Background: an optimization exercise with open tools, aiming at small area, a short achievable clock period and few clock cycles per item. Do not read the settings as production practice. RTL that was checked went through simulation tests only; none was proved equivalent to the original. No functional check of the RTL was part of run 3. Power is estimated from default activity; no workload was simulated.

[design/flow/design.v]
module fquot (
    input  wire        clk,
    input  wire        rst,         
    input  wire        start,
    input  wire [47:0] n,
    input  wire [31:0] d,
    output reg         busy,
    output reg         done,
    output reg  [63:0] q
);
    reg        run;             
    reg        dvd;             
    reg        fst;             
    reg        zn, zd;          
    reg [31:0] rem;             
    reg [31:0] dv;              
    reg [33:0] d3;              
    reg [6:0]  em1;             
    reg [4:0]  cnt;             
    wire        n_ok  = rem[31] || rem[30];
    wire        n_z8  = (rem[30:23] == 8'd0);
    wire        n_z2  = (rem[30:29] == 2'd0);
    wire        d_ok  = dv[31];
    wire        d_z8  = (dv[31:24] == 8'd0);
    wire        d_z2  = (dv[31:30] == 2'd0);
    wire        spec  = zn || zd;
    wire [33:0] x     = {rem, q[63:62]};
    wire [34:0] s1    = {1'b0, x} - {3'd0, dv};
    wire [34:0] s2    = {1'b0, x} - {2'd0, dv, 1'b0};
    wire [34:0] s3    = {1'b0, x} - {1'b0, d3};
    wire        c1    = !s1[34];
    wire        c2    = !s2[34];
    wire        c3    = !s3[34];
    wire        go    = dvd || (n_ok && d_ok && !fst);
    wire        fix   = !dvd && !c2;                
    wire        last  = (cnt == 5'd26);
    wire        qh    = c2;
    wire        ql    = c3 || (c1 && !c2);
    wire [31:0] rd    = c3 ? s3[31:0] : c2 ? s2[31:0] : c1 ? s1[31:0] : x[31:0];
    wire [1:0]  dsh   = d_ok ? 2'd0 : d_z8 ? 2'd3 : d_z2 ? 2'd2 : 2'd1;
    wire [6:0]  sn    = (go && fix) ? 7'd1 : go ? 7'd0 :
                        n_ok ? 7'd0 : n_z8 ? 7'd8 : n_z2 ? 7'd2 : 7'd1;
    wire [6:0]  sd    = dsh == 2'd3 ? 7'd8 : {5'd0, dsh};
    wire [31:0] dvn   = dsh == 2'd3 ? {dv[23:0], 8'd0} :
                        dsh == 2'd2 ? {dv[29:0], 2'd0} :
                        dsh == 2'd1 ? {dv[30:0], 1'b0} : dv;
    wire [33:0] d3r   = {2'd0, dv} + {1'b0, dv, 1'b0};
    wire [33:0] d3n   = dsh == 2'd3 ? {d3r[25:0], 8'd0} :
                        dsh == 2'd2 ? {d3r[31:0], 2'd0} :
                        dsh == 2'd1 ? {d3r[32:0], 1'b0} : d3r;
    wire [51:0] ones;           
    genvar gi;
    generate
        for (gi = 0; gi < 52; gi = gi + 1) begin : g_inc
            assign ones[gi] = &q[gi:0];
        end
    endgenerate
    wire [51:0] frnd   = q[52:1] ^ ones;
    wire [10:0] ebits  = {~em1[6], {3{em1[6]}}, em1};
    always @(posedge clk) begin
        if (rst) begin
            busy <= 1'b0;
            done <= 1'b0;
            run  <= 1'b0;
        end else begin
            done <= 1'b0;
            if (!busy) begin
                if (start) begin
                    busy <= 1'b1;
                    run  <= 1'b1;
                end
            end else if (run) begin
                if (spec) begin
                    busy <= 1'b0;
                    done <= 1'b1;
                    run  <= 1'b0;
                end else if (dvd && last) begin
                    run <= 1'b0;
                end
            end else begin
                busy <= 1'b0;
                done <= 1'b1;
            end
        end
    end
    always @(posedge clk) begin
        d3 <= d3n;
        if (!busy) begin
            rem <= {1'b0, n[47:17]};
            dv  <= d;
            zn  <= (n == 48'd0);
            zd  <= (d == 32'd0);
            em1 <= 7'd15;
            cnt <= 5'd0;
            dvd <= 1'b0;
            fst <= 1'b1;
            if (start)
                q <= {n[16:0], 47'd0};
        end else if (run) begin
            fst <= 1'b0;
            if (spec) begin
                q <= {1'b0, {11{zd}}, 52'd0};
            end else if (go && !fix) begin
                dvd <= 1'b1;
                rem <= rd;
                q   <= {q[61:0], qh, ql};
                cnt <= cnt + 5'd1;
            end else begin
                if (go || !n_ok) begin
                    if (go || (!n_z8 && !n_z2)) begin
                        rem <= x[32:1];
                        q   <= {q[62:0], 1'b0};
                    end else if (n_z8) begin
                        rem <= {rem[23:0], q[63:56]};
                        q   <= {q[55:0], 8'd0};
                    end else begin
                        rem <= x[31:0];
                        q   <= {q[61:0], 2'd0};
                    end
                end
                dv  <= dvn;
                em1 <= em1 + sd - sn;
            end
        end else begin
            q <= {1'b0, ebits, frnd};
        end
    end
endmodule
[design/flow/flow/run.sh]
#!/bin/bash
set -euo pipefail
bash standard.sh SETUP_SLACK_MARGIN=6.5 finish > make_finish.log 2>&1
[design/flow/standard.sh]
#!/bin/bash
# synth_recipe.tcl (not shown) runs the flow's synth.tcl, then flattens the netlist and writes it again
# the make line also repeats each setting of config.mk as NAME=value (left out here)
make -C /OpenROAD-flow-scripts/flow DESIGN_CONFIG=/design/flow/config.mk WORK_HOME=/design/flow/orfs CLKGATE_MAP_FILE= SYNTH_SCRIPT=/design/flow/synth_recipe.tcl "${@:-finish}"
[design/flow/config.mk]
export PLATFORM = sky130hd
export DESIGN_NAME = fquot
export DESIGN_NICKNAME = fquot
export VERILOG_FILES = /design/flow/design.v
export SDC_FILE = /design/flow/constraint.sdc
export NUM_CORES = 4
export LEC_CHECK = 0
export ABC_CLOCK_PERIOD_IN_PS = 2000
export CAP_MARGIN = 20
export CORE_MARGIN = 2
export CORE_UTILIZATION = 40
export SLEW_MARGIN = 20
[design/flow/constraint.sdc]
create_clock -name core_clock -period 10.0 [get_ports {clk}]
set_input_delay 2.0000 -clock core_clock [delete_from_list [all_inputs] [get_ports {clk}]]
set_output_delay 2.0000 -clock core_clock [all_outputs]
set_load 0.01 [all_outputs]
==> impl_metrics.ini, run 1 <==
[clocking]
clock_sinks = 181
numCtsBuffers = 17
postCtsHoldBufs = 0
htreeDepth = 4
cts-root-buf = clkbuf_16
cts_tree = done
clkTransAtPathRegs_ns = 0.09
cts_max_path_buffers = 2
clk-insertion-delay-late_ns = 0.53

[global_route]
first_global_vias = 20599
grt_pass1_wl_mm = 121.9
antenna_found_initial = 1
grtUsageTotal = 0.3106
grt_max_degree = 91
grt_overflow_total = 0

[route]
wl_per_cell_um = 23.86
routed_wl_mm = 83.89
drtIter0Drc = 2109
via_count = 22178
drt-vias-per-instance = 6.308
drc = 0
first_pass_iters = 6
ant_nets = 0

[critical_path]
critPathBufInv = 1
crit_type = flop to flop
cp-start-kind = flop
critPathMaxStageDelay_ns = 0.48
critPathCaptureType = flop
critPathRequiredTime_ns = 10.46
cp_data_arrival_time_ns = 4.76
reg2reg_slack_ns = 5.70
slowest_stage = edfxtp_1
crit_family = compound AO/OA/AOI/OAI gates
path_cells = ha_4 -> o21ai_1 -> nor4_4 -> o31ai_4 -> a21oi_4 -> nand4bb_4 -> and2_4 -> a21oi_4 -> a22oi_2 -> nor2_1 -> ha_1 -> inv_2 -> ha_4 -> fa_2 -> a21oi_2 -> o21bai_1 -> a21o_1 -> a21oi_2 -> xnor2_1 -> or3_1 -> a21oi_1
cp_max_fo = 4

[timing]
fin_skew_ns = 0.02498
finalCriticalPeriod_ns = 4.302
finalHoldViolCount = 0
maxSlewHeadroom = 0.2081
setup_viol = 0
grt_setup_unrepaired = true
drv_slew = 0
tightestPinTransition_ns = 1.158
holdWs_ns = 0.5124
max_freq_mhz = 232.4
tns_ns = 0
fin_crit_sh = 0.4302
setup_ws_ns = 5.698

[floorplan]
die_w_um = 226.9
rows = 81
die-area_mm2 = 0.05147
core_mm2 = 0.04895
initial_core_util = 0.4059
num_io_pins = 149
die_h_um = 226.9

[synth]
synth_nets = 2832
synth-edff-count = 129
yosysTopAreaCell = edfxtp_1
synth_cell_type_count = 89
synth_seq_area_share = 0.2473
synthCells = 2589
synth.area.top_cells = edfxtp_1 (19%), ha_1 (9.6%), a21oi_1 (6.9%), dfxtp_1 (5.2%), nand2_1 (4.9%)
synth_flop_cell = edfxtp_1
synth_top_area_frac = 0.1949
async_flop_share = 0
yosys_warnings = 1
syn_area_mm2 = 0.01987
avgSynthCellArea_um2 = 7.675
ys_ff_latch = 181

[placed_design]
place_area_mm2 = 0.02169
gp_congestion = 0.9200
dp_hpwl_mm = 56.10
pre_cts_slack_ns = 4.802
io_buffer_count = 148

[cells_and_area]
design_area_mm2 = 0.02546
area_growth_pct = 28.13
nNetsFinal = 3081
final_common_cell = nor2_1
drive_gt1_frac = 0.1785
final_core_util = 0.5201
final_cell_mix = nor2_1 (249), a21oi_1 (243), nand2_1 (239)
n_fill_cell = 4597

[pwr]
vdd_drop_max_uv = 143.4
powerDensity_mw_per_mm2 = 210.7
p_leak_nw = 10.26

[outcome]
status = finished clean

[run]
maxCapViolCount = 0

[hold_path]
worstHoldPathType = flop to flop
## power breakdown
group | switching [mW] | internal, mW
combinational | 2.11 | 1.46
sequential | 0.118 | 0.956
clock | 0.384 | 0.334
## path summary, 6_finish.rpt
kind	from	end	cells after the start
setup / recovery	rem[3]	em1[6]	21
hold reg to reg	em1[5]	em1[5]	2
setup reg to reg	rem[3]	em1[6]	21
hold / removal	em1[5]	em1[5]	2
## per-layer routing
layer  GRT usage  vias up  share of wire
li1            -    10095              -
met4      0.1452        0          0.051
met3     0.05365      237          0.084
met2      0.5109     1120           0.46
met1      0.3950    10726           0.40
met5           0        -              0
## Yosys cell counts (all sizes together) (15+ instances only)
cell and number:
a211oi 41, nor4 35, and2 21, o21bai 18, ha 153, edfxtp 129
dfxtp 52, nor3 46, o211ai 86, inv 152, a21o 59, nand3 57
o31ai 20, buf 30, and3 24, a221oi 15, xnor2 83, nand2b 22
nand2 258, or2 17, xor2 65, o21ai 176, nor2 258, o21a 28
clkbuf 127, o22ai 16, a31oi 35, nor2b 18, nand4 38, or3 17
a21oi 274, mux2i 25, o221ai 57
## tightest hold or removal path, stage by stage (launching register included)
cell and delay (ns):
dfxtp_1 0.35, nand2_1 0.07, a21oi_1 0.05
## repair_timing
item	4_1_cts	5_1_grt
setup endpoints to repair	218	156
buffers inserted	153	58
gates cloned	4	5
resized for setup	175	157
pin swaps	55	103
## cell families (layout without fill, tap and decap cells)
family / Yosys count / after routing / synth area share
other: 0 / 1 / 0
flip-flops: 181 / 181 / 0.2473
buffers and inverters: 315 / 574 / 0.06945
AND/OR/NAND/NOR: 827 / 829 / 0.1949
adder cells (fa/ha/maj): 160 / 160 / 0.1034
AO/OA/AOI/OAI: 930 / 931 / 0.3054
multiplexers: 28 / 28 / 0.01429
XOR/XNOR: 148 / 148 / 0.06524
## cell type report
class / instances / area (µm²) / area share
antenna: 1 / 2.502 / 0.00009829
clock buffer: 17 / 425.4 / 0.01671
clock inverter: 15 / 157.7 / 0.006192
inverter: 154 / 594.3 / 0.02334
multi-input combinational: 2096 / 14840 / 0.5831
sequential: 181 / 4918 / 0.1932
tap: 664 / 830.8 / 0.03263
timing repair buffer: 388 / 3686 / 0.1448
## metrics by stage
step                power (mW)  std cells
CTS                      4.992       3452
floorplan                3.100       2589
finish                   5.365       3516
global route             5.638       3516
global placement         3.870       3263
detailed placement       3.900       3263
## registers in the layout (all words and copies together) (netlist names)
| signal | cells |
|---|---|
| busy | 1 |
| cnt | 5 |
| d3 | 34 |
| done | 1 |
| dv | 32 |
| dvd | 1 |
| em1 | 7 |
| fst | 1 |
| q | 64 |
| rem | 32 |
| run | 1 |
| zd | 1 |
| zn | 1 |
Testbench counts, summed over its fixed seeds: cycles 17,137, divisions 512.
==> run 2: changes to the inputs <==
==> design/flow/run.sh (new file) <==
#!/bin/bash
# synth_recipe.tcl (not shown) runs the flow's synth.tcl, then flattens the netlist and writes it again
# the make line also repeats each setting of config.mk as NAME=value (left out here)
make -C /OpenROAD-flow-scripts/flow DESIGN_CONFIG=/design/flow/config.mk WORK_HOME=/design/flow/orfs CLKGATE_MAP_FILE= SYNTH_SCRIPT=/design/flow/synth_recipe.tcl finish
--- a/design/flow/config.mk
+++ b/design/flow/config.mk
@@ -9,4 +9,5 @@
 export CAP_MARGIN = 20
 export CORE_MARGIN = 2
 export CORE_UTILIZATION = 40
+export SETUP_SLACK_MARGIN = 5
 export SLEW_MARGIN = 20
removed: design/flow/flow/run.sh
removed: design/flow/standard.sh
==> run 2 against run 1 <==
Effect of this change:
- critical path type unchanged
- sequential cell count unchanged
- combinational power down about 20%
- maximum frequency decreased by 9.7%
- largest cell class unchanged
- global-route usage decreased by 1.8 points
==> impl_metrics.ini, run 2 <==
[timing]
setup_ws_ns = 5.233
max_freq_mhz = 209.8
grt_setup_unrepaired = false
fin_skew_ns = 0.01979
maxSlewHeadroom = 0.3227
tightestPinTransition_ns = 1.007
fin_crit_sh = 0.4767
drv_slew = 0
finalCriticalPeriod_ns = 4.767
setup_viol = 0
tns_ns = 0
finalHoldViolCount = 0

[run]
maxCapViolCount = 0

[route]
ant_nets = 0
routed_wl_mm = 76.40
drtIter0Drc = 2254
drt-vias-per-instance = 6.261
drc = 0
wl_per_cell_um = 22.96
first_pass_iters = 5
via_count = 20837

[global_route]
grt_max_degree = 100
grtUsageTotal = 0.2925
first_global_vias = 19456
grt_pass1_wl_mm = 115.6
grt_overflow_total = 0
antenna_found_initial = 2

[floorplan]
rows = 81
core_mm2 = 0.04895
num_io_pins = 149
initial_core_util = 0.4059
die_w_um = 226.9
die-area_mm2 = 0.05147
die_h_um = 226.9

[cells_and_area]
n_antenna_cell = 0
n_fill_cell = 4908
area_growth_pct = 13.85
drive_gt1_frac = 0.06119
nNetsFinal = 2894
top_regs = q x64, d3 x34
top_register = q
layoutNonFillerInstCount = 3328
final_cell_mix = a21oi_1 (269), nor2_1 (255), nand2_1 (254)
final_common_cell = a21oi_1
largest_reg_flops = 64
design_area_mm2 = 0.02262

[clocking]
numCtsBuffers = 17
cts-root-buf = clkbuf_16
clkTransAtPathRegs_ns = 0.09
clock_sinks = 181
cts_max_path_buffers = 2
clk-insertion-delay-late_ns = 0.51
htreeDepth = 4
cts_tree = done

[hold_path]
worstHoldPathType = flop to flop
hp-start = fst

[placed_design]
io_buffer_count = 148
dp_hpwl_mm = 56.22
pre_cts_slack_ns = 4.654
place_area_mm2 = 0.02166
gp_congestion = 0.9394
dp.cells = 3263

[synth]
yosys-top-cells-count = a21oi_1 (272), nand2_1 (258), nor2_1 (257)
synth_seq_area_share = 0.2473
yosys_warnings = 1
ys_ff_latch = 181
syn_area_mm2 = 0.01987
synth_flop_cell = edfxtp_1
synth_top_area_frac = 0.1949
async_flop_share = 0
synth.area.top_cells = edfxtp_1 (19%), ha_1 (9.6%), a21oi_1 (6.9%), dfxtp_1 (5.2%), nand2_1 (4.9%)
synth_nets = 2832
yosysTopAreaCell = edfxtp_1
synthCells = 2589
synth.most_common_cell = a21oi_1
synth_cell_type_count = 89
avgSynthCellArea_um2 = 7.675
synth-edff-count = 129

[critical_path]
worst_r2r_startpoint = rem[17]
critPathCaptureType = flop
worstSetupStartpoint = rem[17]
critPathMaxStageDelay_ns = 0.51
cp_max_fo = 7
cp-start-kind = flop
path_cells = ha_1 -> a21o_1 -> a21o_1 -> a211o_1 -> nor2_1 -> nand4bb_4 -> and2_2 -> a21oi_4 -> a22oi_1 -> nor2_1 -> ha_1 -> inv_1 -> ha_1 -> fa_1 -> a21oi_1 -> o21bai_1 -> a21o_1 -> a21oi_2 -> xnor2_1 -> or3_1 -> a21oi_1
crit_type = flop to flop
critPathRequiredTime_ns = 10.43
cp_data_arrival_time_ns = 5.20
slowest_stage = edfxtp_1

[pwr]
pwr-share-seq = 0.240
p_leak_nw = 8.965
powerDensity_mw_per_mm2 = 209.2
power_mw = 4.731
p_clk_frac = 0.159
p_int_mw = 2.457
p_sw_mw = 2.274
p_sw_frac = 0.4807
vdd_drop_max_uv = 142.1
comb_power_share = 0.600

[outcome]
status = finished clean
## run 2: cell counts after synthesis
No cell type changed its count.
## run 2: layer usage
layer | GRT usage | part of all wire | vias up | wire, µm
met5 | 0 | 0.00041 | - | 31
met3 | 0.04406 | 0.081 | 166 | 6209
met1 | 0.3857 | 0.42 | 9929 | 31930
li1 | - | - | 9713 | -
met4 | 0.1116 | 0.036 | 4 | 2722
met2 | 0.4808 | 0.46 | 1025 | 35510
## run 2: logic make-up after synthesis
family          Yosys count  synth area share
compound gates          930            0.3054
xor+xnor                148           0.06524
fa+ha+maj               160            0.1034
buf+inv                 315           0.06945
flops                   181            0.2473
mux                      28           0.01429
simple gates            827            0.1949
## run 2: power by group through the flow
stage / clock [mW] / combinational, mW / sequential [mW]
floorplan: 0 / 2.01 / 1.07
global placement: 0 / 2.70 / 1.15
detailed placement: 0 / 2.72 / 1.15
CTS: 0.761 / 2.74 / 1.13
global route: 0.785 / 3.10 / 1.15
finish: 0.753 / 2.84 / 1.14
## run 2: area by class of cell
class,count,area (µm²),share of cell area
clock buffer,18,429.2,0.01897
timing repair buffer,204,1926,0.08512
sequential,181,4918,0.2174
inverter,154,581.8,0.02572
multi-input combinational,2093,13760,0.6084
tap,664,830.8,0.03673
clock inverter,14,172.7,0.007633
## run 2: through the flow
| step | hold slack (ns) | util |
|---|---|---|
| global placement | 0.4808 | 0.4418 |
| detailed placement | 0.4679 | 0.4425 |
| finish | 0.4962 | 0.4621 |
| CTS | 0.4872 | 0.4554 |
| global route | 0.5013 | 0.4621 |
| floorplan | 0.4320 | - |
## run 2: critical path, delay by kind of cell, from the launching register on
family                     cells  cell delay, ns
adders and majority gates      4            1.26
xor gates and xnor gates       1            0.09
DFF                            1            0.51
and+or+nand+nor                5            1.10
AOI/OAI and AO/OA             10            1.73
buffers and inverters          1            0.04
## run 2: worst paths after layout
path         slack [ns]  endpoint  cells past startpoint
max                5.23    em1[6]                     21
min                0.50       fst                      1
min reg2reg        0.50       fst                      1
max reg2reg        5.23    em1[6]                     21
## run 2: timing repair
action / in CTS / in global routing
setup buffers: 1 / 32
hold buffers: 0 / 0
resized for setup: 6 / 19
pin swaps: 1 / 0
cloned: 0 / 0
endpoints found under the setup margin: 19 / 1
endpoints found under the hold margin: 0 / 0
==> run 3: changes to the inputs <==
--- a/design/flow/design.v
+++ b/design/flow/design.v
@@ -15,13 +15,25 @@
     reg [31:0] rem;             
     reg [31:0] dv;              
     reg [33:0] d3;              
-    reg [6:0]  em1;             
+    reg [5:0]  en;              
+    reg [4:0]  ed;              
     reg [4:0]  cnt;             
+    reg [2:0] bn;
+    reg [1:0] bd;
+    integer i;
+    always @* begin
+        bn = 3'd5;
+        for (i = 0; i < 6; i = i + 1)
+            if (n[8*i +: 8] != 8'd0) bn = 3'd5 - i[2:0];
+        bd = 2'd3;
+        for (i = 0; i < 4; i = i + 1)
+            if (d[8*i +: 8] != 8'd0) bd = 2'd3 - i[1:0];
+    end
+    wire [47:0] n_b = n << {bn, 3'd0};
+    wire [31:0] d_b = d << {bd, 3'd0};
     wire        n_ok  = rem[31] || rem[30];
-    wire        n_z8  = (rem[30:23] == 8'd0);
     wire        n_z2  = (rem[30:29] == 2'd0);
     wire        d_ok  = dv[31];
-    wire        d_z8  = (dv[31:24] == 8'd0);
     wire        d_z2  = (dv[31:30] == 2'd0);
     wire        spec  = zn || zd;
     wire [33:0] x     = {rem, q[63:62]};
@@ -37,25 +49,14 @@
     wire        qh    = c2;
     wire        ql    = c3 || (c1 && !c2);
     wire [31:0] rd    = c3 ? s3[31:0] : c2 ? s2[31:0] : c1 ? s1[31:0] : x[31:0];
-    wire [1:0]  dsh   = d_ok ? 2'd0 : d_z8 ? 2'd3 : d_z2 ? 2'd2 : 2'd1;
-    wire [6:0]  sn    = (go && fix) ? 7'd1 : go ? 7'd0 :
-                        n_ok ? 7'd0 : n_z8 ? 7'd8 : n_z2 ? 7'd2 : 7'd1;
-    wire [6:0]  sd    = dsh == 2'd3 ? 7'd8 : {5'd0, dsh};
-    wire [31:0] dvn   = dsh == 2'd3 ? {dv[23:0], 8'd0} :
-                        dsh == 2'd2 ? {dv[29:0], 2'd0} :
+    wire [1:0]  dsh   = d_ok ? 2'd0 : d_z2 ? 2'd2 : 2'd1;
+    wire [31:0] dvn   = dsh == 2'd2 ? {dv[29:0], 2'd0} :
                         dsh == 2'd1 ? {dv[30:0], 1'b0} : dv;
     wire [33:0] d3r   = {2'd0, dv} + {1'b0, dv, 1'b0};
-    wire [33:0] d3n   = dsh == 2'd3 ? {d3r[25:0], 8'd0} :
-                        dsh == 2'd2 ? {d3r[31:0], 2'd0} :
+    wire [33:0] d3n   = dsh == 2'd2 ? {d3r[31:0], 2'd0} :
                         dsh == 2'd1 ? {d3r[32:0], 1'b0} : d3r;
-    wire [51:0] ones;           
-    genvar gi;
-    generate
-        for (gi = 0; gi < 52; gi = gi + 1) begin : g_inc
-            assign ones[gi] = &q[gi:0];
-        end
-    endgenerate
-    wire [51:0] frnd   = q[52:1] ^ ones;
+    wire [51:0] frnd   = q[52:1] + {51'd0, q[0]};
+    wire [6:0]  em1    = 7'd15 + {2'd0, ed} - {1'b0, en};
     wire [10:0] ebits  = {~em1[6], {3{em1[6]}}, em1};
     always @(posedge clk) begin
         if (rst) begin
@@ -86,16 +87,17 @@
     always @(posedge clk) begin
         d3 <= d3n;
         if (!busy) begin
-            rem <= {1'b0, n[47:17]};
-            dv  <= d;
+            rem <= {1'b0, n_b[47:17]};
+            dv  <= d_b;
             zn  <= (n == 48'd0);
             zd  <= (d == 32'd0);
-            em1 <= 7'd15;
+            en  <= {bn, 3'd0};
+            ed  <= {bd, 3'd0};
             cnt <= 5'd0;
             dvd <= 1'b0;
             fst <= 1'b1;
             if (start)
-                q <= {n[16:0], 47'd0};
+                q <= {n_b[16:0], 47'd0};
         end else if (run) begin
             fst <= 1'b0;
             if (spec) begin
@@ -107,19 +109,18 @@
                 cnt <= cnt + 5'd1;
             end else begin
                 if (go || !n_ok) begin
-                    if (go || (!n_z8 && !n_z2)) begin
+                    if (go || !n_z2) begin
                         rem <= x[32:1];
                         q   <= {q[62:0], 1'b0};
-                    end else if (n_z8) begin
-                        rem <= {rem[23:0], q[63:56]};
-                        q   <= {q[55:0], 8'd0};
+                        en <= en + 6'd1;
                     end else begin
                         rem <= x[31:0];
                         q   <= {q[61:0], 2'd0};
+                        en <= en + 6'd2;
                     end
                 end
-                dv  <= dvn;
-                em1 <= em1 + sd - sn;
+                dv <= dvn;
+                ed[2:0] <= ed[2:0] + {1'b0, dsh};
             end
         end else begin
             q <= {1'b0, ebits, frnd};
==> design/flow/config.mk (replaced) <==
export PLATFORM = sky130hd
export DESIGN_NAME = fquot
export DESIGN_NICKNAME = fquot
export VERILOG_FILES = /design/flow/design.v
export SDC_FILE = /design/flow/constraint.sdc
export NUM_CORES = 4
export LEC_CHECK = 0
export CAP_MARGIN = 20
export CORE_MARGIN = 2
export CORE_UTILIZATION = 55
export SETUP_SLACK_MARGIN = 5
export SLEW_MARGIN = 20
==> run 3 against run 2 <==
Effect of this change:
- clock-buffer cell count up 2
- maximum frequency down 2.9%
- via count down 10%
- critical path depth is 10 lower
- global-route usage rose by 5.7 points
- sequential power is essentially flat
- clock skew down 0.0072 ns
- worst hold slack lost 0.026 ns
- cell count down 14%
- still clean
- synthesized cell count shrank 10%
- clock power shrank 8.6%
- die area fell by 30%
==> impl_metrics.ini, run 3 <==
[clocking]
cts_tree = done
numCtsBuffers = 17
clkTransAtPathRegs_ns = 0.07
cts-root-buf = clkbuf_16
cts_max_path_buffers = 2
postCtsHoldBufs = 0
clock_sinks = 185
clk-insertion-delay-late_ns = 0.46
htreeDepth = 4

[placed_design]
io_buffer_count = 148
dp_hpwl_mm = 49.07
gp_congestion = 1.042

[synth]
async_flop_share = 0
synth_nets = 2565
yosys_warnings = 1
synth_cell_type_count = 76
synth_flop_cell = edfxtp_1
synth_seq_area_share = 0.2663
synth.most_common_cell = nand2_1
yosys-top-cells-count = nand2_1 (253), a21oi_1 (239), nor2_1 (174)
avgSynthCellArea_um2 = 8.143
syn_area_mm2 = 0.01894
synthCells = 2326
synth.area.top_cells = edfxtp_1 (21%), ha_1 (9.9%), mux2i_1 (7.5%), a21oi_1 (6.3%), dfxtp_1 (5.4%)
synth_top_area_frac = 0.2124
synth-edff-count = 134
yosysTopAreaCell = edfxtp_1
ys_ff_latch = 185

[cells_and_area]
top_regs = q x64, d3 x34
final_cell_mix = nand2_1 (249), a21oi_1 (237), nor2_1 (172)
top_register = q
largest_reg_flops = 64
seq_area_mm2 = 0.005046
final_common_cell = nand2_1
drive_gt1_frac = 0.04542
area_growth_pct = 13.04
n_antenna_cell = 0
n_fill_cell = 2953
nNetsFinal = 2648
multi_input_area_mm2 = 0.01313

[route]
via_count = 18752
first_pass_iters = 5
ant_nets = 0
routed_wl_mm = 63.42
drt-vias-per-instance = 6.534
wl_per_cell_um = 22.10
drtIter0Drc = 1849
drc = 0

[critical_path]
cp_data_arrival_time_ns = 5.12
cp_max_fo = 4
r2r_cells = 12
r2r-end = rem[21]
worst_r2r_startpoint = q[63]
reg2reg_slack_ns = 5.29
critPathRequiredTime_ns = 10.21
cp-start-kind = input port
crit_type = input port to flop
critPathCaptureType = flop

[global_route]
grt_util_met3 = 0.04483
grt_overflow_total = 0
grt_max_degree = 68
first_global_vias = 17444
busiest_layer = met2
grtUsageTotal = 0.3490
use_met1 = 0.4798
grt_util_met2 = 0.5548
antenna_found_initial = 0
grt_pass1_wl_mm = 98.93

[pwr]
comb_power_share = 0.558
p_int_mw = 2.268
p_sw_mw = 1.902
powerDensity_mw_per_mm2 = 194.8
p_sw_frac = 0.4561
p_clk_frac = 0.165
power_mw = 4.171
p_leak_nw = 8.547
vdd_drop_max_uv = 152.1
pwr-share-seq = 0.277

[floorplan]
initial_core_util = 0.5620
die_h_um = 189.6
num_io_pins = 149
core_mm2 = 0.03370
rows = 67
die_w_um = 189.6
die-area_mm2 = 0.03594

[run]
maxCapViolCount = 0

[timing]
tightestPinTransition_ns = 1.081
grt_setup_unrepaired = false
maxSlewHeadroom = 0.2771
tns_ns = 0
max_freq_mhz = 203.7
fin_skew_ns = 0.01264
setup_viol = 0
fin_crit_sh = 0.4909
finalHoldViolCount = 0
finalCriticalPeriod_ns = 4.909
drv_slew = 0

[outcome]
status = finished clean

[hold_path]
whs_path_depth = 2
worstHoldPathType = flop to flop
hp-start = fst
min_to = fst
==> run 3: cell type report <==
type / count / area share
clock buffers: 20 / 0.02238
clock inverters: 12 / 0.004792
inverters: 111 / 0.01946
multi-input cells: 1920 / 0.6132
flip-flops and latches: 185 / 0.2357
well taps: 448 / 0.02618
repair buffers: 174 / 0.07831
==> run 3: critical path, cell delays in order <==
cell             delay [ns]
clkdlybuf4s50_1        0.52
or4_1                  0.53
nor2_1                 0.19
a21oi_2                0.14
o21ai_4                0.22
buf_4                  0.15
mux2i_1                0.23
nor2_1                 0.07
a2111oi_0              0.69
o22ai_1                0.18
a21o_1                 0.21
==> run 3: kinds of logic after synthesis <==
family	share of synthesized area
adders and majority gates	0.1054
xor gates and xnor gates	0.07676
AOI/OAI and AO/OA	0.2615
DFF	0.2663
muxes	0.07802
and+or+nand+nor	0.1655
buffers and inverters	0.04637
==> run 3: repair_timing <==
| action | in CTS | in global routing |
|---|---|---|
| pin swaps | 1 | 0 |
| setup buffers | 5 | 0 |
| resized for setup | 5 | 7 |
| setup endpoints to repair | 16 | 18 |
| cloned | 1 | 0 |
==> run 3: worst max-delay path by stage <==
stage                start  endpoint  slack, ns  cells past startpoint
finish               n[19]   rem[23]       5.09                     11
global placement     n[16]   rem[28]       4.19                     10
detailed placement   n[21]   rem[28]       4.07                     10
CTS                  n[21]   rem[28]       5.06                     12
floorplan           dv[31]      q[0]       5.32                      4
global route         d[28]    dv[25]       4.99                      9
==> run 3: metal layers <==
metal	up-vias	share of wire
li1	8845	-
met1	8928	0.43
met2	851	0.45
met3	128	0.080
met4	0	0.038
met5	-	0
==> run 3: through the flow <==
step / hold slack (ns) / cells / setup slack (ns) / area [µm²] / utilization
global placement: 0.4592 / 2832 / 4.188 / 20740 / 0.6155
detailed placement: 0.4593 / 2832 / 4.071 / 20740 / 0.6155
floorplan: 0.4451 / 2326 / 5.323 / 18940 / -
CTS: 0.4743 / 2870 / 5.064 / 21390 / 0.6348
finish: 0.4704 / 2870 / 5.091 / 21410 / 0.6353
global route: 0.5151 / 2870 / 4.994 / 21410 / 0.6353
==> run 3: power groups by stage <==
stage | sequential, mW | clock, mW | combinational [mW]
after detailed placement | 1.16 | 0 | 2.26
after global routing | 1.17 | 0.721 | 2.55
final | 1.15 | 0.688 | 2.33
after CTS | 1.14 | 0.692 | 2.28
after global placement | 1.16 | 0 | 2.24
after floorplan | 1.09 | 0 | 1.68
==> run 4: changes to the inputs <==
==> design/flow/design.v (replaced) <==
module fquot (
    input  wire        clk,
    input  wire        rst,         
    input  wire        start,
    input  wire [47:0] n,
    input  wire [31:0] d,
    output reg         busy,
    output reg         done,
    output reg  [63:0] q
);
    reg        dvd;             
    reg        zn, zd;          
    reg [31:0] rem;             
    reg [31:0] dv;              
    reg [5:0]  en;              
    reg [4:0]  ed;              
    reg [4:0]  cnt;             
    reg [2:0] bn;
    reg [1:0] bd;
    integer i;
    always @* begin
        bn = 3'd5;
        for (i = 0; i < 6; i = i + 1)
            if (n[8*i +: 8] != 8'd0) bn = 3'd5 - i[2:0];
        bd = 2'd3;
        for (i = 0; i < 4; i = i + 1)
            if (d[8*i +: 8] != 8'd0) bd = 2'd3 - i[1:0];
    end
    wire [47:0] n_b = n << {bn, 3'd0};
    wire [31:0] d_b = d << {bd, 3'd0};
    wire        n_ok  = rem[31] || rem[30];
    wire        n_z2  = (rem[30:29] == 2'd0);
    wire        d_ok  = dv[31];
    wire        d_z2  = (dv[31:30] == 2'd0);
    wire        spec  = zn || zd;
    wire [33:0] x     = {rem, q[63:62]};
    wire [34:0] a3    = {1'b0, x};
    wire [34:0] b3    = ~{3'd0, dv};
    wire [34:0] e3    = ~{2'd0, dv, 1'b0};
    wire [34:0] ss3   = a3 ^ b3 ^ e3;
    wire [34:0] cc3   = (a3 & b3) | (a3 & e3) | (b3 & e3);
    wire [34:0] s1    = {1'b0, x} - {3'd0, dv};
    wire [34:0] s2    = {1'b0, x} - {2'd0, dv, 1'b0};
    wire [34:0] s3    = ss3 + {cc3[33:0], 1'b0} + 35'd2;
    wire        c1    = !s1[34];
    wire        c2    = !s2[34];
    wire        c3    = !s3[34];
    wire        go    = dvd || (n_ok && d_ok);
    wire        fix   = !dvd && !c2;                
    wire        last  = (cnt == 5'd26);
    wire        qh    = c2;
    wire        ql    = c3 || (c1 && !c2);
    wire [31:0] rd    = c3 ? s3[31:0] : c2 ? s2[31:0] : c1 ? s1[31:0] : x[31:0];
    wire [1:0]  dsh   = d_ok ? 2'd0 : d_z2 ? 2'd2 : 2'd1;
    wire [31:0] dvn   = dsh == 2'd2 ? {dv[29:0], 2'd0} :
                        dsh == 2'd1 ? {dv[30:0], 1'b0} : dv;
    wire [51:0] frac   = {q[50:0], qh};
    wire [51:0] frnd   = frac + {51'd0, ql};
    wire [6:0]  em1    = 7'd15 + {2'd0, ed} - {1'b0, en};
    wire [10:0] ebits  = {~em1[6], {3{em1[6]}}, em1};
    always @(posedge clk) begin
        if (rst) begin
            busy <= 1'b0;
            done <= 1'b0;
        end else begin
            done <= 1'b0;
            if (!busy) begin
                if (start)
                    busy <= 1'b1;
            end else if (spec || (go && !fix && last)) begin
                busy <= 1'b0;
                done <= 1'b1;
            end
        end
    end
    always @(posedge clk) begin
        if (!busy) begin
            rem <= {1'b0, n_b[47:17]};
            dv  <= d_b;
            zn  <= (n == 48'd0);
            zd  <= (d == 32'd0);
            en  <= {bn, 3'd0};
            ed  <= {bd, 3'd0};
            cnt <= 5'd0;
            dvd <= 1'b0;
            if (start)
                q <= {n_b[16:0], 47'd0};
        end else if (spec) begin
            q <= {1'b0, {11{zd}}, 52'd0};
        end else if (go && !fix) begin
            dvd <= 1'b1;
            rem <= rd;
            cnt <= cnt + 5'd1;
            if (last)
                q <= {1'b0, ebits, frnd};
            else
                q <= {q[61:0], qh, ql};
        end else begin
            if (go || !n_ok) begin
                if (go || !n_z2) begin
                    rem <= x[32:1];
                    q   <= {q[62:0], 1'b0};
                    en  <= en + 6'd1;
                end else begin
                    rem <= x[31:0];
                    q   <= {q[61:0], 2'd0};
                    en  <= en + 6'd2;
                end
            end
            dv <= dvn;
            ed <= ed + {3'd0, dsh};
        end
    end
endmodule
==> run 4 against run 3 <==
Effect of this change:
- clock skew increased by 0.0075 ns
- wire length up 7.5%
- synthesized area shrank 7.6%
- worst setup slack worse by 0.052 ns
- first-iteration DRC count grew 22%
- sequential cell count decreased by 36
- global-route usage rose by 5.5 points
- critical path depth grew 4
- core utilization rose by 1.4 points
- register-to-register slack worse by 0.25 ns
- clock power increased by 6.5%
==> impl_metrics.ini, run 4 <==
[outcome]
status = finished clean

[route]
via_count = 18609
dr_wl_met2_mm = 30.75
wl_per_cell_um = 25.01
ant_nets = 0
first_pass_iters = 6
drc = 0
top_layer_used = met4
met3WireLength_mm = 6.365
drt-vias-per-instance = 6.829
m1WireLength_mm = 27.31
routed_wl_mm = 68.16
drtIter0Drc = 2260

[floorplan]
core_mm2 = 0.03147
die_w_um = 182.4
num_io_pins = 149
die-area_mm2 = 0.03326
rows = 65
die_h_um = 182.4
initial_core_util = 0.5560

[hold_path]
worstHoldPathType = flop to flop
hp-start = ed[0]
whs_path_depth = 2
min_to = ed[0]

[synth]
synth-edff-count = 134
yosys-top-cells-count = nand2_1 (263), a21oi_1 (234), o21ai_0 (163)
synth_cell_type_count = 80
synth_flop_cell = edfxtp_1
syn_area_mm2 = 0.01750
synth.most_common_cell = nand2_1
synth_nets = 2469
synthCells = 2202
synth_top_area_frac = 0.2299
avgSynthCellArea_um2 = 7.948
async_flop_share = 0
synth_seq_area_share = 0.2471
yosys_warnings = 1
ys_ff_latch = 149
synth.area.top_cells = edfxtp_1 (23%), ha_1 (11%), a21oi_1 (6.7%), nand2_1 (5.6%), o21ai_0 (4.7%)
yosysTopAreaCell = edfxtp_1

[timing]
tightestPinTransition_ns = 1.117
grt_setup_unrepaired = true
setup_viol = 0
setup_ws_ns = 5.039
fin_crit_sh = 0.4961
drv_slew = 0
maxSlewHeadroom = 0.2551
finalCriticalPeriod_ns = 4.961
max_freq_mhz = 201.6
tns_ns = 0
finalHoldViolCount = 0
fin_skew_ns = 0.02010

[placed_design]
dp_hpwl_mm = 49.89
io_buffer_count = 148
pre_cts_slack_ns = 4.183
gp_congestion = 0.9825

[cells_and_area]
final_core_util = 0.6496
area_growth_pct = 16.82
drive_gt1_frac = 0.07490
top_regs = q x64, dv x32, rem x32
final_cell_mix = nand2_1 (261), a21oi_1 (230), o21ai_0 (160)
final_common_cell = nand2_1
multi_input_area_mm2 = 0.01241
nNetsFinal = 2577
seq_area_mm2 = 0.004325
n_fill_cell = 2723
top_register = q
n_antenna_cell = 0
largest_reg_flops = 64

[critical_path]
reg2reg_slack_ns = 5.04
cp_data_arrival_time_ns = 5.15
cp_max_fo = 29
critPathRequiredTime_ns = 10.19
crit_type = flop to flop
r2r_cells = 15
path_cells = buf_4 -> buf_4 -> inv_1 -> ha_1 -> o21a_1 -> o31a_1 -> o211ai_1 -> nand3_2 -> nand4bb_1 -> a31o_2 -> buf_4 -> nand2_1 -> a21oi_1 -> a221oi_1 -> o221ai_1
cp-start-kind = flop
r2r-end = rem[22]
critPathMaxStageDelay_ns = 0.73
critPathCaptureType = flop
cpMostUsedCell = buf_4
slowest_stage = nand2_1
worst_r2r_startpoint = dv[2]

[clocking]
cts_tree = done
cts_max_path_buffers = 2
clk-insertion-delay-late_ns = 0.48
clock_sinks = 149
postCtsHoldBufs = 0
htreeDepth = 4
clkTransAtPathRegs_ns = 0.08
cts-root-buf = clkbuf_16
numCtsBuffers = 17

[global_route]
grtUsageTotal = 0.4038
antenna_found_initial = 0
grt_pass1_wl_mm = 103.4
grt_overflow_total = 0
first_global_vias = 17627
grt_max_degree = 65

[pwr]
vdd_drop_max_uv = 175.8
p_leak_nw = 8.064
powerDensity_mw_per_mm2 = 258.2
power_mw = 5.279

[run]
maxCapViolCount = 0
-- run 4: cell count changes in the layout (fill, tap and decap cells not counted), sizes merged, moves of 19 or more --
| cell | change |
|---|---|
| inv | +45 |
| a211oi | +19 |
| buf | +37 |
| dfxtp | -36 |
| mux2i | -74 |
| xor2 | -46 |
| fa | +30 |
| xnor2 | -21 |
| o21ai | +41 |
| o22ai | -38 |
-- run 4: logic make-up (layout without fill, tap and decap cells) --
kind of cell	Yosys count	after routing	share of synthesized area
compound gates	786	786	0.2868
simple gates	638	638	0.1682
buf+inv	277	398	0.06177
fa+ha+maj	184	184	0.1470
flops	149	149	0.2471
xor+xnor	99	99	0.04955
mux	69	69	0.03954
-- run 4: worst max path at each step --
stage	from	slack (ns)	depth (start not counted)	to
5_1_grt	dv[0]	4.86	25	q[14]
4_1_cts	dv[1]	4.97	21	q[36]
3_3_place_gp	n[21]	4.23	8	rem[22]
2_1_floorplan	dv[1]	5.03	21	q[22]
3_5_place_dp	n[21]	4.18	8	rem[22]
6_report	dv[2]	5.04	15	rem[22]
-- run 4: through the flow --
stage               instances  hold WS [ns]  area [µm²]
finish                   2725        0.5203       20440
global route             2725        0.5440       20440
CTS                      2701        0.5251       20080
detailed placement       2656        0.5017       19240
global placement         2655        0.4835       19230
floorplan                2202        0.4573       17500
-- run 4: repair_timing --
action,in CTS,in global routing
buffers inserted,13,23
pin swaps,9,16
endpoints found under the setup margin,46,53
resized for setup,27,38
cloned,0,0
-- run 4: routing by layer --
| layer | track usage | vias up |
|---|---|---|
| li1 | - | 8409 |
| met1 | 0.5256 | 8839 |
| met2 | 0.6395 | 1141 |
| met3 | 0.07304 | 220 |
| met4 | 0.2171 | 0 |
| met5 | 0 | - |
-- run 4: layout make-up --
type	count	area share
multi-input combinational	1776	0.6069
sequential	149	0.2116
timing repair buffer	211	0.09731
inverter	155	0.02846
tap	402	0.02460
clock buffer	17	0.02081
clock inverter	15	0.01034
-- run 4: report_power, final --
group | switching [mW] | internal [mW] | total, mW
Clock | 0.327 | 0.405 | 0.733
Combinational | 2.14 | 1.40 | 3.53
Sequential | 0.202 | 0.810 | 1.01
-- run 4: worst max-delay path, delay by kind of cell (launching register included) --
family	cells	cell delay (ns)
compound gates	7	1.83
simple gates	3	1.41
buf+inv	4	0.60
flops	1	0.49
fa+ha+maj	1	0.33
Testbench counts of run 4, summed over its fixed seeds: cycles 15,736, divisions 512.
==> run 5: changes to the inputs <==
--- a/design/flow/design.v
+++ b/design/flow/design.v
@@ -54,8 +54,7 @@
     wire [1:0]  dsh   = d_ok ? 2'd0 : d_z2 ? 2'd2 : 2'd1;
     wire [31:0] dvn   = dsh == 2'd2 ? {dv[29:0], 2'd0} :
                         dsh == 2'd1 ? {dv[30:0], 1'b0} : dv;
-    wire [51:0] frac   = {q[50:0], qh};
-    wire [51:0] frnd   = frac + {51'd0, ql};
+    wire [63:0] half   = dvd ? 64'd0 : {20'd0, dv[31:1], 13'd0};
     wire [6:0]  em1    = 7'd15 + {2'd0, ed} - {1'b0, en};
     wire [10:0] ebits  = {~em1[6], {3{em1[6]}}, em1};
     always @(posedge clk) begin
@@ -92,9 +91,9 @@
             rem <= rd;
             cnt <= cnt + 5'd1;
             if (last)
-                q <= {1'b0, ebits, frnd};
+                q <= {1'b0, ebits, q[50:0], qh};
             else
-                q <= {q[61:0], qh, ql};
+                q <= {q[61:0], qh, ql} | half;
         end else begin
             if (go || !n_ok) begin
                 if (go || !n_z2) begin
==> run 5 against run 4 <==
Effect of this change:
- still clean
- worst setup slack gained 0.065 ns
- cell count shrank 7.2%
- maximum frequency grew 1.3%
- core utilization shrank 0.80 points
- final area shrank 7.7%
- first-iteration DRC count shrank 3.8%
- critical path depth shrank 6
- global-route usage shrank 1.7 points
- clock power shrank 11%
- sequential share of layout area grew 1.8 points
- critical endpoint is now dv[28]
- highest routed layer is now met5
==> impl_metrics.ini, run 5 <==
[synth]
yosys.area_share.adder = 0.1568
avgSynthCellArea_um2 = 8.080
synth-edff-count = 134
synthCells = 2021
synth.most_common_cell = a21oi_1
async_flop_share = 0
ys_ff_latch = 149
yosys-top-cells-count = a21oi_1 (229), nand2_1 (220), nor2_1 (183)
synth_top_area_frac = 0.2464
synth_xor_xnor_area_share = 0.04666
synth_mux_area_frac = 0.03800
syn_area_mm2 = 0.01633
synth_nets = 2287
synth_compound_area_frac = 0.2777
synth_flop_cell = edfxtp_1
synth.area.top_cells = edfxtp_1 (25%), ha_1 (11%), a21oi_1 (7.0%), o21ai_0 (5.3%), nand2_1 (5.1%)
synth-simple-area-share = 0.1557
synth_seq_area_share = 0.2648
yosys_warnings = 1
synth_cell_type_count = 81
synth_top_family_by_area = compound AO/OA/AOI/OAI gates
yosysTopAreaCell = edfxtp_1

[cells_and_area]
final_cell_mix = a21oi_1 (227), nand2_1 (220), nor2_1 (179)
drive_gt1_frac = 0.05376
nNetsFinal = 2392
top_register = q
design_area_mm2 = 0.01886
top_regs = q x64, dv x32, rem x32
n_fill_cell = 2583
final_common_cell = a21oi_1
largest_reg_flops = 64
n_antenna_cell = 0
area_growth_pct = 15.51

[timing]
finalCriticalPeriod_ns = 4.896
fin_crit_sh = 0.4896
tns_ns = 0
fin_skew_ns = 0.02069
drv_slew = 0
setup_viol = 0
maxSlewHeadroom = 0.4027
max_freq_mhz = 204.2
grt_setup_unrepaired = true
finalHoldViolCount = 0
tightestPinTransition_ns = 0.8891

[critical_path]
r2r_cells = 15
crit_type = input port to flop
worst_r2r_startpoint = q[63]
cp-start-kind = input port
r2r-end = rem[10]
critPathCaptureType = flop
cp_max_fo = 14
cp_data_arrival_time_ns = 5.04
critPathRequiredTime_ns = 10.15
reg2reg_slack_ns = 5.12

[placed_design]
place_area_mm2 = 0.01813
dp_hpwl_mm = 47.25
io_buffer_count = 148
gp_congestion = 1.033

[floorplan]
die_h_um = 176.3
die_w_um = 176.3
core_mm2 = 0.02940
num_io_pins = 149
initial_core_util = 0.5554
die-area_mm2 = 0.03109
rows = 63

[route]
wl_per_cell_um = 23.91
drc = 0
first_pass_iters = 6
via_count = 16755
routed_wl_mm = 60.46
drtIter0Drc = 2173
drt-vias-per-instance = 6.625
ant_nets = 0

[pwr]
powerDensity_mw_per_mm2 = 276.4
vdd_drop_max_uv = 141.8
p_leak_nw = 7.686

[clocking]
cts_tree = done
clkTransAtPathRegs_ns = 0.07
cts_max_path_buffers = 2
clock_sinks = 149
cts-root-buf = clkbuf_16
numCtsBuffers = 17
htreeDepth = 4
clk-insertion-delay-late_ns = 0.45

[run]
maxCapViolCount = 0

[global_route]
grtUsageTotal = 0.3864
grt_overflow_total = 0
grt_pass1_wl_mm = 91.96
first_global_vias = 15593
antenna_found_initial = 1
grt_max_degree = 65

[hold_path]
hp-start = ed[0]
whs_path_depth = 2
min_to = ed[0]
worstHoldPathType = flop to flop

[outcome]
status = finished clean
==> run 5: per-layer routing <==
layer  global-route usage  vias up  routed length (µm)
li1                     -     7666                   -
met1               0.5568     7899               25550
met2               0.5706     1036               25410
met3              0.06115      152                6537
met4               0.1742        2                2948
met5                    0        -                  13
==> run 5: kinds of logic after synthesis <==
family | count (synthesis)
buffers and inverters | 250
flip-flops | 149
adder cells (fa/ha/maj) | 183
multiplexers | 62
XOR/XNOR | 87
AO/OA/AOI/OAI | 722
AND/OR/NAND/NOR | 568
==> run 5: stage by stage <==
| step | total power, mW | setup slack (ns) | util | hold WS, ns | cells |
|---|---|---|---|---|---|
| global route | 5.544 | 4.963 | 0.6416 | 0.5362 | 2529 |
| global placement | 4.348 | 4.177 | 0.6164 | 0.4862 | 2488 |
| finish | 5.214 | 5.104 | 0.6416 | 0.4979 | 2529 |
| floorplan | 3.298 | 5.617 | - | 0.4573 | 2021 |
| detailed placement | 4.373 | 4.033 | 0.6168 | 0.4894 | 2488 |
| CTS | 5.076 | 5.059 | 0.6393 | 0.4986 | 2524 |
==> run 5: cell type report <==
cell class | count | area [µm²] | share of cell area
multi-input cells | 1622 | 11150 | 0.5911
repair buffers | 182 | 1740 | 0.09227
inverters | 154 | 578.1 | 0.03064
flip-flops and latches | 149 | 4325 | 0.2293
clock buffers | 18 | 450.4 | 0.02388
well taps | 390 | 488.0 | 0.02587
clock inverters | 14 | 130.1 | 0.006898
==> run 5: worst max path at each step <==
| stage | startpoint | to | slack (ns) |
|---|---|---|---|
| 2_1_floorplan | dv[1] | rem[26] | 5.62 |
| 6_report | d[25] | dv[28] | 5.10 |
| 5_1_grt | dv[11] | rem[30] | 4.96 |
| 3_5_place_dp | n[41] | rem[22] | 4.03 |
| 3_3_place_gp | n[45] | rem[16] | 4.18 |
| 4_1_cts | rem[0] | rem[25] | 5.06 |
==> run 5: critical path, cell delays in order <==
cell and delay (ns):
clkdlybuf4s50_1 0.45, nor4_1 0.40, nand2_1 0.35, a21oi_2 0.42, buf_4 0.33, mux2i_1 0.36, o21bai_1 0.11, a211oi_1 0.52
a31oi_1 0.08
==> run 5: power by group <==
part | total [mW] | internal [mW] | switching (mW)
registers | 0.996 | 0.810 | 0.186
clock network | 0.655 | 0.345 | 0.309
logic | 3.56 | 1.35 | 2.22
total | 5.21 | 2.50 | 2.71
==> run 5: repair_timing <==
item / CTS / global route
resized for setup: 12 / 8
endpoints found under the hold margin: 0 / 0
hold buffers: 0 / 0
setup endpoints to repair: 30 / 24
setup buffers: 4 / 5
Testbench counts of run 5, summed over its fixed seeds: cycles 15,736, divisions 512.
==> run 6: changes to the inputs <==
--- a/design/flow/config.mk
+++ b/design/flow/config.mk
@@ -7,6 +7,6 @@
 export LEC_CHECK = 0
 export CAP_MARGIN = 20
 export CORE_MARGIN = 2
-export CORE_UTILIZATION = 55
+export CORE_UTILIZATION = 40
 export SETUP_SLACK_MARGIN = 5
 export SLEW_MARGIN = 20
==> run 6 against run 5 <==
Effect of this change:
- first-iteration DRC count down 22%
- synthesized area unchanged
- worst hold slack better by 0.019 ns
- via count down 0.69%
==> impl_metrics.ini, run 6 <==
[global_route]
busiest_layer = met2
grt_overflow_total = 0
grt_util_met2 = 0.4727
antenna_found_initial = 1
first_global_vias = 15675
grt_pass1_wl_mm = 96.77
grt_max_degree = 79
grt_util_met3 = 0.04872
grtUsageTotal = 0.3054
use_met1 = 0.4217

[clocking]
cts_tree = done
cts_max_path_buffers = 2
cts-root-buf = clkbuf_16
numCtsBuffers = 17
clkTransAtPathRegs_ns = 0.08
postCtsHoldBufs = 0
htreeDepth = 4
clk-insertion-delay-late_ns = 0.46
clock_sinks = 149

[timing]
tns_ns = 0
holdWs_ns = 0.5164
setup_viol = 0
finalHoldViolCount = 0
fin_skew_ns = 0.01588
drv_slew = 0
tightestPinTransition_ns = 0.9257
maxSlewHeadroom = 0.3809
grt_setup_unrepaired = true
finalCriticalPeriod_ns = 4.895
max_freq_mhz = 204.3
fin_crit_sh = 0.4895

[hold_path]
worstHoldPathType = flop to flop

[cells_and_area]
final_cell_mix = a21oi_1 (228), nand2_1 (217), nor2_1 (178)
area_growth_pct = 16.42
drive_gt1_frac = 0.05243
top_regs = q x64, dv x32, rem x32
final_common_cell = a21oi_1
largest_reg_flops = 64
layoutNonFillerInstCount = 2669
design_area_mm2 = 0.01901
nNetsFinal = 2389
top_register = q

[pwr]
powerDensity_mw_per_mm2 = 274.6
p_clk_frac = 0.124
p_int_mw = 2.488
p_leak_nw = 7.650
pwr-share-seq = 0.192
power_mw = 5.220
vdd_drop_max_uv = 154.1
p_sw_mw = 2.732
comb_power_share = 0.684
p_sw_frac = 0.5233

[route]
first_pass_iters = 5
ant_nets = 0
routed_wl_mm = 65.15
drt-vias-per-instance = 6.234
wl_per_cell_um = 24.41
via_count = 16639
drc = 0
drtIter0Drc = 1695

[critical_path]
r2r-end = rem[24]
cp-start-kind = flop
critPathRequiredTime_ns = 10.19
reg2reg_slack_ns = 5.10
r2r_cells = 15
critPathCaptureType = flop
worstSetupStartpoint = dv[1]
crit_end = rem[24]
cp_data_arrival_time_ns = 5.09
worst_r2r_startpoint = dv[1]
crit_type = flop to flop
cp_max_fo = 26

[synth]
synth_nets = 2287
synth_seq_area_share = 0.2648
ys_ff_latch = 149
synth.area.top_cells = edfxtp_1 (25%), ha_1 (11%), a21oi_1 (7.0%), o21ai_0 (5.3%), nand2_1 (5.1%)
synth-edff-count = 134
async_flop_share = 0
avgSynthCellArea_um2 = 8.080
synth_flop_cell = edfxtp_1
yosys-top-cells-count = a21oi_1 (229), nand2_1 (220), nor2_1 (183)
yosys_warnings = 1
synth_top_area_frac = 0.2464
synth.most_common_cell = a21oi_1
synthCells = 2021
syn_area_mm2 = 0.01633
synth_cell_type_count = 81
yosysTopAreaCell = edfxtp_1

[placed_design]
dp.cells = 2626
gp_congestion = 0.9718
dp_hpwl_mm = 51.19
place_area_mm2 = 0.01828
io_buffer_count = 148

[floorplan]
die-area_mm2 = 0.04246
core_mm2 = 0.04055
num_io_pins = 149
die_w_um = 206.1
initial_core_util = 0.4027
die_h_um = 206.1
rows = 74

[run]
maxCapViolCount = 0

[outcome]
status = finished clean
-- run 6: cells by family after synthesis --
group / after synthesis / synth area share
AOI/OAI and AO/OA: 722 / 0.2777
xor gates and xnor gates: 87 / 0.04666
adders and majority gates: 183 / 0.1568
buffers and inverters: 250 / 0.06045
DFF: 149 / 0.2648
muxes: 62 / 0.03800
and+or+nand+nor: 568 / 0.1557
-- run 6: area by class of cell --
class                   instances  area [µm²]
well taps                     532       665.6
diodes                          1       2.502
clock inverters                12       120.1
repair buffers                179        1738
fillers                      4024       21540
clock buffers                  20       436.7
multi-input cells            1622       11140
inverters                     154       578.1
flip-flops and latches        149        4327
-- run 6: how the worst min path moves through the flow --
stage	from	to	slack (ns)	cells after the start
after floorplan	ed[0]	ed[0]	0.46	2
after global placement	cnt[4]	cnt[4]	0.51	2
after detailed placement	ed[0]	ed[0]	0.51	2
after CTS	ed[0]	ed[0]	0.52	2
after global routing	ed[0]	ed[0]	0.57	2
final	ed[0]	ed[0]	0.52	2
-- run 6: per-stage QoR --
stage	utilization	setup WS, ns
detailed placement	0.4509	3.799
global placement	0.4509	3.774
finish	0.4688	5.105
floorplan	-	5.617
CTS	0.4670	5.046
global route	0.4687	4.954
-- run 6: worst max-delay path: stages, from the launching register on --
cell and delay [ns]:
edfxtp_1 0.48, fa_1 0.57, inv_1 0.04, ha_1 0.28
ha_1 0.24, fa_2 0.39, a211oi_2 0.23, o21ai_1 0.15
o221a_2 0.30, o21ai_2 0.23, a21boi_1 0.17, a311o_1 0.41
xor2_2 0.16, buf_8 0.19, a211oi_1 0.59, o21ai_0 0.19
-- run 6: routing by layer --
layer / part of all wire / wire, µm / vias to the layer above
met3: 0.077 / 5009 / 135
li1: - / - / 7670
met5: 0.00020 / 13 / -
met2: 0.45 / 29200 / 753
met4: 0.043 / 2804 / 2
met1: 0.43 / 28120 / 8079
-- run 6: repair_timing --
item	in CTS	in global routing
gates resized for setup	11	13
buffers inserted	7	3
setup endpoints to repair	32	48
cloned	0	0
-- run 6: power groups by stage --
stage          Clock (mW)  Sequential, mW  Combinational, mW
2_1_floorplan           0           0.935               2.36
3_3_place_gp            0            1.01               3.42
3_5_place_dp            0            1.01               3.44
4_1_cts             0.652           0.995               3.49
5_1_grt             0.676            1.01               3.87
6_report            0.647            1.00               3.57
==> run 7: changes to the inputs <==
==> design/flow/flow/run.sh (new file) <==
#!/bin/bash
# The standard layout (standard.sh, unchanged synthesis and steps), with
# the port buffers made from sky130_fd_sc_hd__buf_1 instead of the delay
# cell buffer_ports picks by default.  make's full output goes to make.log.
set -euo pipefail
bash standard.sh "BUFFER_PORTS_ARGS=-buffer_cell sky130_fd_sc_hd__buf_1" finish > make.log 2>&1
==> design/flow/standard.sh (new file) <==
#!/bin/bash
# synth_recipe.tcl (not shown) runs the flow's synth.tcl, then flattens the netlist and writes it again
# the make line also repeats each setting of config.mk as NAME=value (left out here)
make -C /OpenROAD-flow-scripts/flow DESIGN_CONFIG=/design/flow/config.mk WORK_HOME=/design/flow/orfs CLKGATE_MAP_FILE= SYNTH_SCRIPT=/design/flow/synth_recipe.tcl "${@:-finish}"
removed: design/flow/run.sh
==> run 7 against run 6 <==
Effect of this change:
- critical path depth increased by 2
- cell count decreased by 0.19%
- sequential cell count unchanged
- worst hold slack improved by 0.0024 ns
- maximum frequency increased by 0.70%
- highest routed layer unchanged
- sequential share of layout area increased by 1.3 points
- synthesized area unchanged
- die area unchanged
- non-clock buffer count decreased by 4
- worst setup slack improved by 0.034 ns
==> impl_metrics.ini, run 7 <==
[clocking]
htreeDepth = 4
postCtsHoldBufs = 0
clk-insertion-delay-late_ns = 0.48
clkTransAtPathRegs_ns = 0.07
cts_tree = done
cts_max_path_buffers = 2
cts-root-buf = clkbuf_16
clock_sinks = 149
numCtsBuffers = 17

[global_route]
grt_pass1_wl_mm = 97.39
first_global_vias = 15506
grt_max_degree = 78
antenna_found_initial = 3
grtUsageTotal = 0.3072
grt_overflow_total = 0

[floorplan]
num_io_pins = 149
die_w_um = 206.1
die-area_mm2 = 0.04246
initial_core_util = 0.4027
rows = 74
core_mm2 = 0.04055
die_h_um = 206.1

[critical_path]
critPathCaptureType = flop
reg2reg_slack_ns = 5.14
cp_max_fo = 25
r2r_cells = 17
r2r-end = rem[0]
cp_data_arrival_time_ns = 5.15
critPathRequiredTime_ns = 10.29
cp-start-kind = flop
worst_r2r_startpoint = rem[0]
crit_type = flop to flop

[cells_and_area]
top_regs = q x64, dv x32, rem x32
area_growth_pct = 10.30
final_cell_mix = a21oi_1 (228), nand2_1 (216), nor2_1 (178)
design_area_mm2 = 0.01801
nNetsFinal = 2385
final_common_cell = a21oi_1
n_antenna_cell = 0
multi_input_area_mm2 = 0.01113
final_core_util = 0.4442
layoutNonFillerInstCount = 2664
top_register = q
drive_gt1_frac = 0.04972
n_fill_cell = 4121
seq_area_mm2 = 0.004327
largest_reg_flops = 64

[placed_design]
place_area_mm2 = 0.01738
gp_congestion = 1.026
dp.cells = 2629
pre_cts_slack_ns = 4.281
io_buffer_count = 148
dp_hpwl_mm = 50.86

[synth]
synth_xor_xnor_area_share = 0.04666
synth_top_area_frac = 0.2464
synth_mux_area_frac = 0.03800
synth-edff-count = 134
synth_cell_type_count = 81
synth_nets = 2287
synth_top_family_by_area = compound AO/OA/AOI/OAI gates
yosys-top-cells-count = a21oi_1 (229), nand2_1 (220), nor2_1 (183)
async_flop_share = 0
yosys.area_share.adder = 0.1568
yosysTopAreaCell = edfxtp_1
synth_flop_cell = edfxtp_1
synth_seq_area_share = 0.2648
syn_area_mm2 = 0.01633
synth-simple-area-share = 0.1557
synth_compound_area_frac = 0.2777
synthCells = 2021
yosys_warnings = 1
synth.most_common_cell = a21oi_1
ys_ff_latch = 149
synth.area.top_cells = edfxtp_1 (25%), ha_1 (11%), a21oi_1 (7.0%), o21ai_0 (5.3%), nand2_1 (5.1%)
avgSynthCellArea_um2 = 8.080

[route]
drtIter0Drc = 1871
drt-vias-per-instance = 6.227
wl_per_cell_um = 24.45
routed_wl_mm = 65.13
via_count = 16589
drc = 0
ant_nets = 0
first_pass_iters = 6

[timing]
finalHoldViolCount = 0
finalCriticalPeriod_ns = 4.861
holdWs_ns = 0.5188
drv_slew = 0
fin_crit_sh = 0.4861
maxSlewHeadroom = 0.2930
setup_ws_ns = 5.139
max_freq_mhz = 205.7
tns_ns = 0
setup_viol = 0
grt_setup_unrepaired = false
tightestPinTransition_ns = 1.049
fin_skew_ns = 0.01027

[hold_path]
min_to = ed[0]
whs_path_depth = 2
worstHoldPathType = flop to flop
hp-start = ed[0]

[outcome]
status = finished clean

[pwr]
powerDensity_mw_per_mm2 = 285.7
p_leak_nw = 7.233
vdd_drop_max_uv = 132.0
power_mw = 5.146

[run]
maxCapViolCount = 0
==> run 7: cell counts after synthesis <==
Identical to the previous run, type by type.
==> run 7: worst max path at each step <==
stage	cells after the start	from	slack, ns	end
2_1_floorplan	16	dv[1]	5.62	rem[26]
3_3_place_gp	10	n[45]	4.30	rem[20]
3_5_place_dp	10	n[45]	4.28	rem[20]
4_1_cts	16	rem[0]	5.02	rem[24]
5_1_grt	10	n[45]	5.01	rem[18]
6_report	17	rem[0]	5.14	rem[0]
==> run 7: cell type report <==
| cell class | count | area share |
|---|---|---|
| Multi-Input combinational cell | 1622 | 0.6176 |
| Clock buffer | 18 | 0.02382 |
| Inverter | 154 | 0.03209 |
| Clock inverter | 14 | 0.007015 |
| Timing Repair Buffer | 175 | 0.04230 |
| Tap cell | 532 | 0.03695 |
| Sequential cell | 149 | 0.2402 |
==> run 7: repair_timing <==
action / 4_1_cts / 5_1_grt
endpoints found under the setup margin: 26 / 55
pin swaps: 0 / 1
setup buffers: 2 / 1
endpoints found under the hold margin: 0 / 0
gates resized for setup: 7 / 9
==> run 7: worst max-delay path, stage by stage, from the launching register on <==
cell	delay [ns]
edfxtp_1	0.41
inv_1	0.12
fa_1	0.50
inv_1	0.05
ha_1	0.29
ha_1	0.25
fa_2	0.39
a211oi_2	0.26
o21ai_1	0.15
o221a_2	0.30
o21ai_4	0.21
a21boi_1	0.12
a311o_1	0.41
xor2_2	0.16
buf_6	0.19
nor2_1	0.39
o22ai_1	0.16
a221oi_1	0.30
==> run 7: kinds of logic after synthesis <==
| kind of cell | after synthesis |
|---|---|
| AND/OR/NAND/NOR | 568 |
| multiplexers | 62 |
| adder cells (fa/ha/maj) | 183 |
| AO/OA/AOI/OAI | 722 |
| buffers and inverters | 250 |
| XOR/XNOR | 87 |
| flip-flops | 149 |
==> run 7: report_power, final <==
group          internal [mW]  switching (mW)
Sequential             0.811           0.191
Combinational           1.26            2.24
Clock                  0.345           0.301
Total                   2.42            2.73
==> run 7: routing by layer <==
metal / up-vias / track usage / share of wire
met4: 4 / 0.1281 / 0.040
met2: 807 / 0.4722 / 0.44
li1: 7657 / - / -
met5: - / 0 / 0.00048
met1: 7979 / 0.4256 / 0.44
met3: 142 / 0.05156 / 0.079
==> run 8: changes to the inputs <==
==> design/flow/flow/run.sh (replaced) <==
#!/bin/bash
# The standard layout (standard.sh, unchanged synthesis and steps), with
# the port buffers made from sky130_fd_sc_hd__buf_1 instead of the delay
# cell buffer_ports picks by default, and timing repair aiming for 6.2 ns of
# setup slack.  make's full output goes to make.log.
set -euo pipefail
bash standard.sh "BUFFER_PORTS_ARGS=-buffer_cell sky130_fd_sc_hd__buf_1" SETUP_SLACK_MARGIN=6.2 finish > make.log 2>&1
==> run 8 against run 7 <==
Effect of this change:
- total power increased by 17%
- worst hold slack got worse by 0.042 ns
- combinational power increased by 26%
- critical path type unchanged
- largest power group unchanged
- global-route usage increased by 0.20 points
- worst setup slack improved by 0.60 ns
==> impl_metrics.ini, run 8 <==
[synth]
synth_compound_area_frac = 0.2777
ys_ff_latch = 149
async_flop_share = 0
synth-simple-area-share = 0.1557
synth.most_common_cell = a21oi_1
avgSynthCellArea_um2 = 8.080
yosys.area_share.adder = 0.1568
synth_top_area_frac = 0.2464
syn_area_mm2 = 0.01633
synth.area.top_cells = edfxtp_1 (25%), ha_1 (11%), a21oi_1 (7.0%), o21ai_0 (5.3%), nand2_1 (5.1%)
synth_nets = 2287
synthCells = 2021
synth_xor_xnor_area_share = 0.04666
synth_seq_area_share = 0.2648
synth_flop_cell = edfxtp_1
synth_mux_area_frac = 0.03800
yosys-top-cells-count = a21oi_1 (229), nand2_1 (220), nor2_1 (183)
synth_cell_type_count = 81
yosysTopAreaCell = edfxtp_1
synth-edff-count = 134

[cells_and_area]
area_growth_pct = 24.59
n_antenna_cell = 0
final_common_cell = nand2_1
n_fill_cell = 3950
final_core_util = 0.5017
nNetsFinal = 2526
top_regs = q x64, dv x32, rem x32
largest_reg_flops = 64
drive_gt1_frac = 0.1725
top_register = q

[timing]
fin_skew_ns = 0.01273
tightestPinTransition_ns = 1.079
finalCriticalPeriod_ns = 4.261
drv_slew = 0
tns_ns = 0
setup_viol = 0

[critical_path]
critPathRequiredTime_ns = 10.22
critPathMaxStageDelay_ns = 0.55
critPathCaptureType = flop
cp-start-kind = flop
cp_max_fo = 6
slowest_stage = edfxtp_1
worstSetupStartpoint = rem[24]

[floorplan]
core_mm2 = 0.04055
die-area_mm2 = 0.04246
die_h_um = 206.1
rows = 74
num_io_pins = 149
die_w_um = 206.1

[outcome]
status = finished clean

[route]
ant_nets = 0
drtIter0Drc = 1961
drt-vias-per-instance = 6.176
drc = 0
via_count = 17325

[clocking]
clk-insertion-delay-late_ns = 0.46
cts_tree = done
postCtsHoldBufs = 0
numCtsBuffers = 17
cts-root-buf = clkbuf_16
clock_sinks = 149
cts_max_path_buffers = 2
htreeDepth = 4
clkTransAtPathRegs_ns = 0.07

[pwr]
power_mw = 6.025
powerDensity_mw_per_mm2 = 296.2
vdd_drop_max_uv = 154.6

[global_route]
grt_overflow_total = 0
grtUsageTotal = 0.3092

[hold_path]
worstHoldPathType = flop to flop

[placed_design]
io_buffer_count = 148
## run 8: cell families after synthesis
kind of cell | count (synthesis)
compound gates | 722
xor+xnor | 87
flops | 149
mux | 62
buf+inv | 250
fa+ha+maj | 183
simple gates | 568
## run 8: routing by layer
layer	vias up	track usage	routed length (µm)
li1	7932	-	-
met1	8461	0.4253	28970
met2	797	0.4884	30600
met3	135	0.05093	5533
met4	0	0.1112	2567
met5	-	0	0
## run 8: per-stage QoR
stage / instances / setup slack (ns) / hold slack (ns) / instance area, µm²
floorplan: 2021 / 5.915 / 0.4573 / 16500
global placement: 2628 / 4.424 / 0.4546 / 17460
detailed placement: 2628 / 4.513 / 0.4784 / 17470
CTS: 2734 / 5.634 / 0.4932 / 19210
global route: 2805 / 5.609 / 0.5242 / 20350
finish: 2805 / 5.739 / 0.4768 / 20350
## run 8: what timing repair did
item / CTS / global route
setup buffers: 68 / 69
endpoints found under the setup margin: 122 / 113
cloned: 6 / 2
pin swaps: 40 / 48
gates resized for setup: 110 / 142
## run 8: final timing paths
kind / end / slack [ns] / cells past startpoint
worst max-delay path: rem[21] / 5.74 / 15
worst min-delay path: dvd / 0.48 / 2
worst max register to register: rem[21] / 5.74 / 15
worst min register to register: dvd / 0.48 / 2
## run 8: layout make-up
| class | count | area [µm²] | area share |
|---|---|---|---|
| Clock buffer | 23 | 511.7 | 0.02515 |
| Clock inverter | 9 | 63.81 | 0.003136 |
| Sequential cell | 149 | 4325 | 0.2126 |
| Multi-Input combinational cell | 1628 | 12230 | 0.6010 |
| Timing Repair Buffer | 310 | 1954 | 0.09606 |
| Inverter | 154 | 596.8 | 0.02933 |
| Tap cell | 532 | 665.6 | 0.03272 |
## run 8: worst min-delay path: stages, from the launching register on
cell	delay, ns
dfxtp_1	0.33
nor2_1	0.05
nor2_1	0.07
## run 8: where the power goes
| group | switching (mW) | internal (mW) | total (mW) | leakage (nW) |
|---|---|---|---|---|
| Combinational | 2.61 | 1.80 | 4.41 | 6.27 |
| Sequential | 0.154 | 0.810 | 0.964 | 1.53 |
| Clock | 0.286 | 0.363 | 0.648 | 0.287 |
| Total | 3.05 | 2.98 | 6.03 | 8.09 |

Check on run 8: ideal ports give 5.739 ns setup slack; a clkbuf_16 on the clock port and buf_2 on the inputs give 5.739 ns; moving port delays by the midpoint clock arrival (0.516 ns) as well gives 5.387 ns.
